Source: an optimization exercise on an open RTL-to-GDS flow (aim: small area, a short achievable clock period and few clock cycles per item). Production flows keep margins and buffers that such runs may drop. At most, simulation tests tie the RTL to the original design; equivalence was not proved. No activity file was given, so power comes from the tool's default toggle rates.

## try-yarrow
==> flow/design.v <==
module blackcat_ts (
    input  wire        clk,
    input  wire        rst,             
    input  wire        mode_capture,    
    input  wire        coarse_only_en,  
    input  wire        session_start,   
    input  wire        hist_clear,      
    input  wire        cal_build,       
    input  wire        cal_wr,          
    input  wire [3:0]  cal_ch,
    input  wire        cal_set,         
    input  wire [8:0]  cal_lo,
    input  wire [8:0]  cal_hi,
    input  wire        in_valid,
    input  wire [31:0] in_word,
    output wire        in_ready,
    output wire        busy,
    output reg         ts_valid,
    output reg  [3:0]  ts_ch,
    output reg  [27:0] ts_epoch,
    output reg  [11:0] ts_coarse,
    output reg         ts_fine_valid,
    output reg  [11:0] ts_fine,
    output reg         ts_edge,
    output reg         diag_valid,
    output reg  [1:0]  diag_kind,
    output reg  [27:0] diag_info0,
    output reg  [31:0] diag_info1
);
    localparam [1:0] DIAG_HIT_BEFORE_EPOCH = 2'd0,
                     DIAG_EPOCH_DECREASE   = 2'd1,
                     DIAG_MISSING_CAL      = 2'd2,
                     DIAG_DEGENERATE_CAL   = 2'd3;
    localparam [1:0] C_DIV  = 2'd0,    
                     C_ZERO = 2'd1,    
                     C_MAX  = 2'd2,    
                     C_CO   = 2'd3;    
    localparam [11:0] FINE_MAX = 12'd2940;
    localparam integer NDIV = 6;    
    integer i, k;
    function [20:0] r4step;
        input [8:0]  rem;
        input [11:0] sh;
        input [8:0]  d;
        input [10:0] d3;
        reg   [10:0] t;
        reg   [11:0] f1, f2, f3;
        reg   [8:0]  r;
        reg          g1, g2, g3;
        begin
            t  = {rem, sh[11:10]};
            f1 = {1'b0, t} - {3'b0, d};
            f2 = {1'b0, t} - {2'b0, d, 1'b0};
            f3 = {1'b0, t} - {1'b0, d3};
            g1 = ~f1[11];
            g2 = ~f2[11];
            g3 = ~f3[11];
            if (g3)      r = f3[8:0];
            else if (g2) r = f2[8:0];
            else if (g1) r = f1[8:0];
            else         r = t[8:0];
            r4step = {r, sh[9:0], g2, g3 | (g1 & ~g2)};
        end
    endfunction
    reg        rdy_r;
    reg        rst_r;         
    reg        busy_r;
    reg        mode_r;        
    reg        co_r;          
    reg        brd;           
    reg        cw_r;          
    reg        cw_all;        
    reg [3:0]  cw_ch;
    reg        cw_set;
    reg [8:0]  cw_lo;
    reg [8:0]  cw_hi;
    assign in_ready = rdy_r;
    assign busy     = busy_r;
    wire accept = in_valid & rdy_r;
    reg [8:0]  cal_low  [0:15];
    reg [8:0]  cal_dif  [0:15];    
    reg        hclr_r;        
    reg [8:0]  cap_low   [0:15];
    reg [8:0]  cap_high  [0:15];
    wire [9:0] cw_d   = {1'b0, cw_hi} - {1'b0, cw_lo};
    wire       cw_tab = cw_set & ~cw_all & ~cw_d[9];
    wire [8:0] cw_blo = cw_lo | {9{~cw_tab}};
    wire [8:0] cw_bd  = cw_d[8:0] | {9{~cw_tab}};
    reg        v0;
    reg [31:0] w0;
    reg [15:0] w0_oh;      
    wire        is_hit  = w0[31];
    wire [27:0] w_epoch = w0[27:0];
    wire [3:0]  w_ch    = w0[25:22];
    wire [8:0]  w_raw   = w0[20:12];
    wire        brd_nx  = cal_build | (brd & (w_ch != 4'd15));
    wire [3:0]  ch_nx   = cal_build ? 4'd0 : brd ? w_ch + 4'd1 : in_word[25:22];
    reg        have_epoch;
    reg [27:0] epoch;
    wire       sel_cap = mode_r | brd;
    reg  [8:0] r_cal_lo, r_cal_d, r_cap_lo, r_cap_hi;
    always @(*) begin
        r_cal_lo = 9'd0;
        r_cal_d  = 9'd0;
        r_cap_lo = 9'd0;
        r_cap_hi = 9'd0;
        for (i = 0; i < 16; i = i + 1) begin
            r_cal_lo = r_cal_lo | ({9{w0_oh[i]}} & cal_low[i]);
            r_cal_d  = r_cal_d  | ({9{w0_oh[i]}} & cal_dif[i]);
            r_cap_lo = r_cap_lo | ({9{w0_oh[i]}} & cap_low[i]);
            r_cap_hi = r_cap_hi | ({9{w0_oh[i]}} & cap_high[i]);
        end
    end
    wire [8:0] c_lo  = sel_cap ? r_cap_lo : r_cal_lo;
    wire [8:0] c_f2  = sel_cap ? r_cap_hi : r_cal_d;
    wire [9:0] c_off = {1'b0, w_raw} - {1'b0, c_lo};
    wire       c_empty = (&c_lo) & c_f2[0];
    wire       c_degen = ~|c_f2;
    wire       c_le_lo = c_off[9] | (w_raw == c_lo);
    wire       c_lt_lo = c_off[9];
    wire       c_gt_hi = (w_raw > c_f2);
    wire dec     = v0 & ~mode_r;
    wire dec_hit = dec & is_hit;
    wire dec_ep  = dec & ~is_hit;
    wire cap_hit = v0 & mode_r & is_hit;
    wire bad_cal = c_empty | c_degen;
    reg        p1_h, p1_e, p1_c;   
    reg [3:0]  p1_f;         
    reg [4:0]  p1_wa;        
    reg [11:0] p1_wb;        
    reg [8:0]  p1_d;         
    reg [8:0]  p1_off;
    wire       p1_bad = p1_f[3] | p1_f[2];
    wire       p1_ge_hi = (p1_off >= p1_d);    
    reg  [1:0] p1_cls;
    always @(*) begin
        if (p1_e)         p1_cls = p1_f[1:0];
        else if (p1_bad)  p1_cls = C_CO;
        else if (p1_f[1]) p1_cls = C_ZERO;
        else if (p1_ge_hi) p1_cls = C_MAX;
        else              p1_cls = C_DIV;
    end
    wire [3:0] p1_ch = p1_wa[4:1];
    wire       cp_clr = hclr_r | rst_r;
    wire [8:0] cp_blo = p1_d | {9{cp_clr}};
    wire [8:0] cp_bhi = p1_d & {9{~cp_clr}};
    wire [20:0] s2_m = {p1_off, 11'd0} + {1'b0, p1_off, 10'd0}
                     + ~{4'd0, p1_off, 7'd0} + ~{10'd0, p1_off, 1'b0} + ~{11'd0, p1_off}
                     + {13'd0, p1_d[8:1]} + 21'd3;
    reg        pd_v   [0:NDIV-1];
    reg        pd_e   [0:NDIV-1];
    reg [1:0]  pd_cls [0:NDIV-1];
    reg [4:0]  pd_wa  [0:NDIV-1];
    reg [11:0] pd_wb  [0:NDIV-1];
    reg [8:0]  pd_d   [0:NDIV-1];
    reg [10:0] pd_d3  [0:NDIV-1];    
    reg [20:0] pd_q   [0:NDIV-1];    
    reg [20:0] st_q [0:NDIV-1];
    always @(*) begin
        for (k = 0; k < NDIV; k = k + 1) begin
            st_q[k] = r4step(pd_q[k][20:12], pd_q[k][11:0], pd_d[k], pd_d3[k]);
        end
    end
    wire [1:0] l_cls = pd_cls[NDIV-1];
    reg busy_nx;
    always @(*) begin
        busy_nx = accept | v0 | p1_h | brd_nx;
        for (k = 0; k < NDIV - 1; k = k + 1)
            busy_nx = busy_nx | pd_v[k];
    end
    always @(posedge clk) begin
        w0 <= in_word;
        w0[25:22] <= ch_nx;
        for (i = 0; i < 16; i = i + 1)
            w0_oh[i] <= (ch_nx == i);
        mode_r <= mode_capture;
        hclr_r <= hist_clear;
        co_r   <= coarse_only_en;
        if (brd) begin
            cw_ch  <= w_ch;
            cw_set <= 1'b1;
            cw_lo  <= c_lo;
            cw_hi  <= c_f2;
        end else begin
            cw_ch  <= cal_ch;
            cw_set <= cal_set;
            cw_lo  <= cal_lo;
            cw_hi  <= cal_hi;
        end
        p1_wa  <= w0[25:21];
        p1_wb  <= w0[11:0];
        p1_off <= c_off[8:0];
        if (mode_r)
            p1_f <= {2'b00, c_gt_hi, c_lt_lo};
        else if (is_hit)
            p1_f <= {c_empty, c_degen, c_le_lo, 1'b0};
        else
            p1_f <= {2'b00, w0[27:26]};
        p1_d   <= (is_hit & ~mode_r) ? c_f2 : w0[20:12];
        pd_cls[0] <= p1_cls;
        pd_wa[0]  <= p1_wa;
        pd_wb[0]  <= p1_wb;
        pd_d[0]   <= p1_d;
        pd_d3[0]  <= {1'b0, p1_d, 1'b0} + {2'b0, p1_d};
        pd_q[0]   <= s2_m;
        for (k = 1; k < NDIV; k = k + 1) begin
            pd_cls[k] <= pd_cls[k-1];
            pd_wa[k]  <= pd_wa[k-1];
            pd_wb[k]  <= pd_wb[k-1];
            pd_d[k]   <= pd_d[k-1];
            pd_d3[k]  <= pd_d3[k-1];
            pd_q[k]   <= st_q[k-1];
        end
        ts_ch         <= pd_wa[NDIV-1][4:1];
        ts_coarse     <= {pd_wb[NDIV-1][10:0], pd_wa[NDIV-1][0]};
        ts_edge       <= pd_wb[NDIV-1][11];
        ts_fine_valid <= (l_cls != C_CO);
        case (l_cls)
            C_DIV:   ts_fine <= st_q[NDIV-1][11:0];
            C_MAX:   ts_fine <= FINE_MAX;
            default: ts_fine <= 12'd0;
        endcase
        if (pd_e[NDIV-1])
            ts_epoch <= {l_cls, pd_wa[NDIV-1], pd_d[NDIV-1], pd_wb[NDIV-1]};
        diag_info1 <= {w0[31:28] & {4{is_hit}}, w0[27:0]} & {32{dec}};   
        diag_info0 <= is_hit ? {24'd0, w_ch} : epoch;
        if (!is_hit)             diag_kind <= DIAG_EPOCH_DECREASE;
        else if (!have_epoch)    diag_kind <= DIAG_HIT_BEFORE_EPOCH;
        else if (c_empty)        diag_kind <= DIAG_MISSING_CAL;
        else                     diag_kind <= DIAG_DEGENERATE_CAL;
        if (dec_ep)
            epoch <= w_epoch;
        for (i = 0; i < 16; i = i + 1) begin
            if (cp_clr || (p1_c && p1_ch == i && p1_f[0]))
                cap_low[i]  <= cp_blo;
            if (cp_clr || (p1_c && p1_ch == i && p1_f[1]))
                cap_high[i] <= cp_bhi;
        end
        for (i = 0; i < 16; i = i + 1) begin
            if (cw_all || (cw_r && cw_ch == i)) begin
                cal_low[i]  <= cw_blo;
                cal_dif[i]  <= cw_bd;
            end
        end
        rst_r  <= rst;
        cw_all <= rst;
        v0     <= accept;           
        cw_r   <= cal_wr | brd;     
        if (rst) begin
            rdy_r      <= 1'b0;
            busy_r     <= 1'b0;
            brd        <= 1'b0;
            ts_valid   <= 1'b0;
            diag_valid <= 1'b0;
        end else begin
            rdy_r      <= ~brd_nx & ~(accept & mode_r);
            busy_r     <= busy_nx;
            brd        <= brd_nx;
            ts_valid   <= pd_v[NDIV-1] & ~rst_r;
            diag_valid <= (dec_ep & have_epoch & (w_epoch < epoch))
                        | (dec_hit & (~have_epoch | bad_cal));
        end
        if (rst_r) begin
            have_epoch <= 1'b0;
            p1_h       <= 1'b0;
            p1_e       <= 1'b0;
            p1_c       <= 1'b0;
            for (k = 0; k < NDIV; k = k + 1) begin
                pd_v[k] <= 1'b0;
                pd_e[k] <= 1'b0;
            end
        end else begin
            if (session_start)
                have_epoch <= 1'b0;
            else if (dec_ep)
                have_epoch <= 1'b1;
            p1_h <= dec_hit & have_epoch;
            p1_e <= dec_ep;
            p1_c <= cap_hit;
            pd_v[0] <= p1_h & (~p1_bad | co_r);
            pd_e[0] <= p1_e;
            for (k = 1; k < NDIV; k = k + 1) begin
                pd_v[k] <= pd_v[k-1];
                pd_e[k] <= pd_e[k-1];
            end
        end
    end
endmodule
export LEC_CHECK = 0
export CAP_MARGIN = 20
export CORE_MARGIN = 2
export CORE_UTILIZATION = 60
export CTS_CLUSTER_DIAMETER = 100
export CTS_CLUSTER_SIZE = 28
export SLEW_MARGIN = 20
create_clock -name core_clock -period 12.0 [get_ports {clk}]
standard.sh (not shown) runs the stock make flow with config.mk's settings and CLKGATE_MAP_FILE= SYNTH_SCRIPT=/design/flow/synth_recipe.tcl, a recipe that flattens the netlist after the stock synthesis.
==> flow/flow/run.sh <==
#!/bin/bash
# Layout flow: the standard ORFS flow (standard.sh) with these changes:
#  - synthesis leaves the adders to ABC (ADDER_MAP_FILE empty, so no
#    full/half-adder cell extraction); registers are the same as the
#    standard synthesis's,
#  - the timing repair steps aim for a setup slack of SETUP_MARGIN ns at
#    the design's clock period.
# Each step's output goes to a log file of its own in this folder.
set -euo pipefail
source flow/settings.sh
ARGS=(ADDER_MAP_FILE= SETUP_SLACK_MARGIN=$SETUP_MARGIN $EXTRA_ARGS)
for step in synth floorplan place cts route finish; do
  bash standard.sh "${ARGS[@]}" $step > log_$step.txt 2>&1
done
==> flow/flow/settings.sh <==
SETUP_MARGIN=8.6
EXTRA_ARGS=""
The following lists how try-ember was set up differently from try-yarrow:
-- flow/design.v --
<<< try-yarrow, line 80
    reg [8:0]  cal_low  [0:15];
    reg [8:0]  cal_dif  [0:15];    
    reg        hclr_r;        
    reg [8:0]  cap_low   [0:15];
    reg [8:0]  cap_high  [0:15];
    wire [9:0] cw_d   = {1'b0, cw_hi} - {1'b0, cw_lo};
    wire       cw_tab = cw_set & ~cw_all & ~cw_d[9];
    wire [8:0] cw_blo = cw_lo | {9{~cw_tab}};
    wire [8:0] cw_bd  = cw_d[8:0] | {9{~cw_tab}};
    reg        v0;
    reg [31:0] w0;
>>> try-ember, line 80
    reg [8:0]  cal_low  [0:15];
    reg [8:0]  cal_dif  [0:15];    
    reg        cap_valid [0:15];
    reg [8:0]  cap_low   [0:15];
    reg [8:0]  cap_high  [0:15];
    wire       cw_tab = cw_set & ~cw_all;
    wire [8:0] cw_blo = cw_lo | {9{~cw_tab}};
    wire [8:0] cw_bd  = (cw_hi - cw_lo) | {9{~cw_tab}};
    reg        v0;
    reg [31:0] w0;
<<< try-yarrow, line 100
    wire       sel_cap = mode_r | brd;
    reg  [8:0] r_cal_lo, r_cal_d, r_cap_lo, r_cap_hi;
    always @(*) begin
        r_cal_lo = 9'd0;
>>> try-ember, line 99
    wire       sel_cap = mode_r | brd;
    reg  [8:0] r_cal_lo, r_cal_d, r_cap_lo, r_cap_hi;
    reg        k_val;
    always @(*) begin
        r_cal_lo = 9'd0;
<<< try-yarrow, line 105
        r_cap_lo = 9'd0;
        r_cap_hi = 9'd0;
        for (i = 0; i < 16; i = i + 1) begin
            r_cal_lo = r_cal_lo | ({9{w0_oh[i]}} & cal_low[i]);
>>> try-ember, line 105
        r_cap_lo = 9'd0;
        r_cap_hi = 9'd0;
        k_val    = 1'b0;
        for (i = 0; i < 16; i = i + 1) begin
            r_cal_lo = r_cal_lo | ({9{w0_oh[i]}} & cal_low[i]);
<<< try-yarrow, line 110
            r_cap_lo = r_cap_lo | ({9{w0_oh[i]}} & cap_low[i]);
            r_cap_hi = r_cap_hi | ({9{w0_oh[i]}} & cap_high[i]);
        end
    end
>>> try-ember, line 111
            r_cap_lo = r_cap_lo | ({9{w0_oh[i]}} & cap_low[i]);
            r_cap_hi = r_cap_hi | ({9{w0_oh[i]}} & cap_high[i]);
            k_val    = k_val    | (w0_oh[i] & cap_valid[i]);
        end
    end
<<< try-yarrow, line 142
    end
    wire [3:0] p1_ch = p1_wa[4:1];
    wire       cp_clr = hclr_r | rst_r;
    wire [8:0] cp_blo = p1_d | {9{cp_clr}};
    wire [8:0] cp_bhi = p1_d & {9{~cp_clr}};
    wire [20:0] s2_m = {p1_off, 11'd0} + {1'b0, p1_off, 10'd0}
                     + ~{4'd0, p1_off, 7'd0} + ~{10'd0, p1_off, 1'b0} + ~{11'd0, p1_off}
>>> try-ember, line 144
    end
    wire [3:0] p1_ch = p1_wa[4:1];
    wire [20:0] s2_m = {p1_off, 11'd0} + {1'b0, p1_off, 10'd0}
                     + ~{4'd0, p1_off, 7'd0} + ~{10'd0, p1_off, 1'b0} + ~{11'd0, p1_off}
<<< try-yarrow, line 175
            w0_oh[i] <= (ch_nx == i);
        mode_r <= mode_capture;
        hclr_r <= hist_clear;
        co_r   <= coarse_only_en;
        if (brd) begin
            cw_ch  <= w_ch;
            cw_set <= 1'b1;
            cw_lo  <= c_lo;
            cw_hi  <= c_f2;
>>> try-ember, line 174
            w0_oh[i] <= (ch_nx == i);
        mode_r <= mode_capture;
        co_r   <= coarse_only_en;
        if (brd) begin
            cw_ch  <= w_ch;
            cw_set <= k_val;
            cw_lo  <= c_lo;
            cw_hi  <= c_f2;
<<< try-yarrow, line 192
        p1_off <= c_off[8:0];
        if (mode_r)
            p1_f <= {2'b00, c_gt_hi, c_lt_lo};
        else if (is_hit)
            p1_f <= {c_empty, c_degen, c_le_lo, 1'b0};
>>> try-ember, line 190
        p1_off <= c_off[8:0];
        if (mode_r)
            p1_f <= {2'b00, ~k_val | c_gt_hi, ~k_val | c_lt_lo};
        else if (is_hit)
            p1_f <= {c_empty, c_degen, c_le_lo, 1'b0};
<<< try-yarrow, line 232
            epoch <= w_epoch;
        for (i = 0; i < 16; i = i + 1) begin
            if (cp_clr || (p1_c && p1_ch == i && p1_f[0]))
                cap_low[i]  <= cp_blo;
            if (cp_clr || (p1_c && p1_ch == i && p1_f[1]))
                cap_high[i] <= cp_bhi;
        end
        for (i = 0; i < 16; i = i + 1) begin
>>> try-ember, line 230
            epoch <= w_epoch;
        for (i = 0; i < 16; i = i + 1) begin
            if (p1_c && p1_ch == i) begin
                if (p1_f[0]) cap_low[i]  <= p1_d;
                if (p1_f[1]) cap_high[i] <= p1_d;
            end
        end
        for (i = 0; i < 16; i = i + 1) begin
<<< try-yarrow, line 270
                pd_e[k] <= 1'b0;
            end
        end else begin
            if (session_start)
>>> try-ember, line 268
                pd_e[k] <= 1'b0;
            end
            for (i = 0; i < 16; i = i + 1)
                cap_valid[i] <= 1'b0;
        end else begin
            if (session_start)
<<< try-yarrow, line 275
            else if (dec_ep)
                have_epoch <= 1'b1;
            p1_h <= dec_hit & have_epoch;
            p1_e <= dec_ep;
>>> try-ember, line 275
            else if (dec_ep)
                have_epoch <= 1'b1;
            if (hist_clear)
                for (i = 0; i < 16; i = i + 1)
                    cap_valid[i] <= 1'b0;
            else
                for (i = 0; i < 16; i = i + 1)
                    if (p1_c && p1_ch == i)
                        cap_valid[i] <= 1'b1;
            p1_h <= dec_hit & have_epoch;
            p1_e <= dec_ep;
==> comparison <==
- Comparing try-ember and try-yarrow, the lower via count was measured on try-yarrow.
- try-ember finished every stage and its layout cleared the timing, DRC and antenna checks.
- try-yarrow finished every step from synthesis to the final layout, and the layout passed the timing, DRC and antenna checks.
- Diff try-yarrow -> try-ember: met2 usage dropped 4.1 points; number of antenna violations at the first check in global routing dropped 1; net count of the finished layout climbed 0.99%.
- Maximum ir drop on the vdd rail for try-ember is higher than for try-yarrow.
- In the flow results for try-ember and try-yarrow, the post-synthesis sequential area ratio is larger on try-ember.
- try-yarrow consumes less power than try-ember.
- In the final reports, the cell area of try-ember is larger than that of try-yarrow.
- In the reports for try-ember and try-yarrow, the larger clock edge transition at the registers on the reported setup and hold paths belongs to try-yarrow.
Testbench counts of try-ember, summed over its fixed seeds: cycles 24,064, items 24,000.
Function not checked in try-yarrow: the RTL went through the layout flow alone.

what the ideal ports hide:
How much do the figures lean on ideal ports? The routed layouts below were timed once more, with nothing changed but the port constraints. Step 1 (the two cells are an assumption about what drives the block):
set clk [get_ports {clk}]
set_driving_cell -lib_cell sky130_fd_sc_hd__clkbuf_16 $clk
set_driving_cell -lib_cell sky130_fd_sc_hd__buf_2 [delete_from_list [all_inputs] $clk]
Step 2, shift: input delay + t, output delay - t, t = (earliest + latest rising clock arrival at the registers) / 2. This alone moves slack from input paths to output paths. a / b / c = ideal / step 1 / step 2; a / b = the first two.
run	t (ns)	setup WS [ns]	worst register clock-pin slew, ns	cell pins on the clock port's net
try-yarrow	0.706	8.394 / 8.344 / 7.916	0.12 / 0.12	1
try-ember	0.711	8.425 / 8.353 / 8.068	0.11 / 0.11	1
After both steps every run listed still meets setup and hold. For try-yarrow, which loses most, drivers alone change the setup slack by -0.050 ns; drivers and shift together by -0.478 ns.
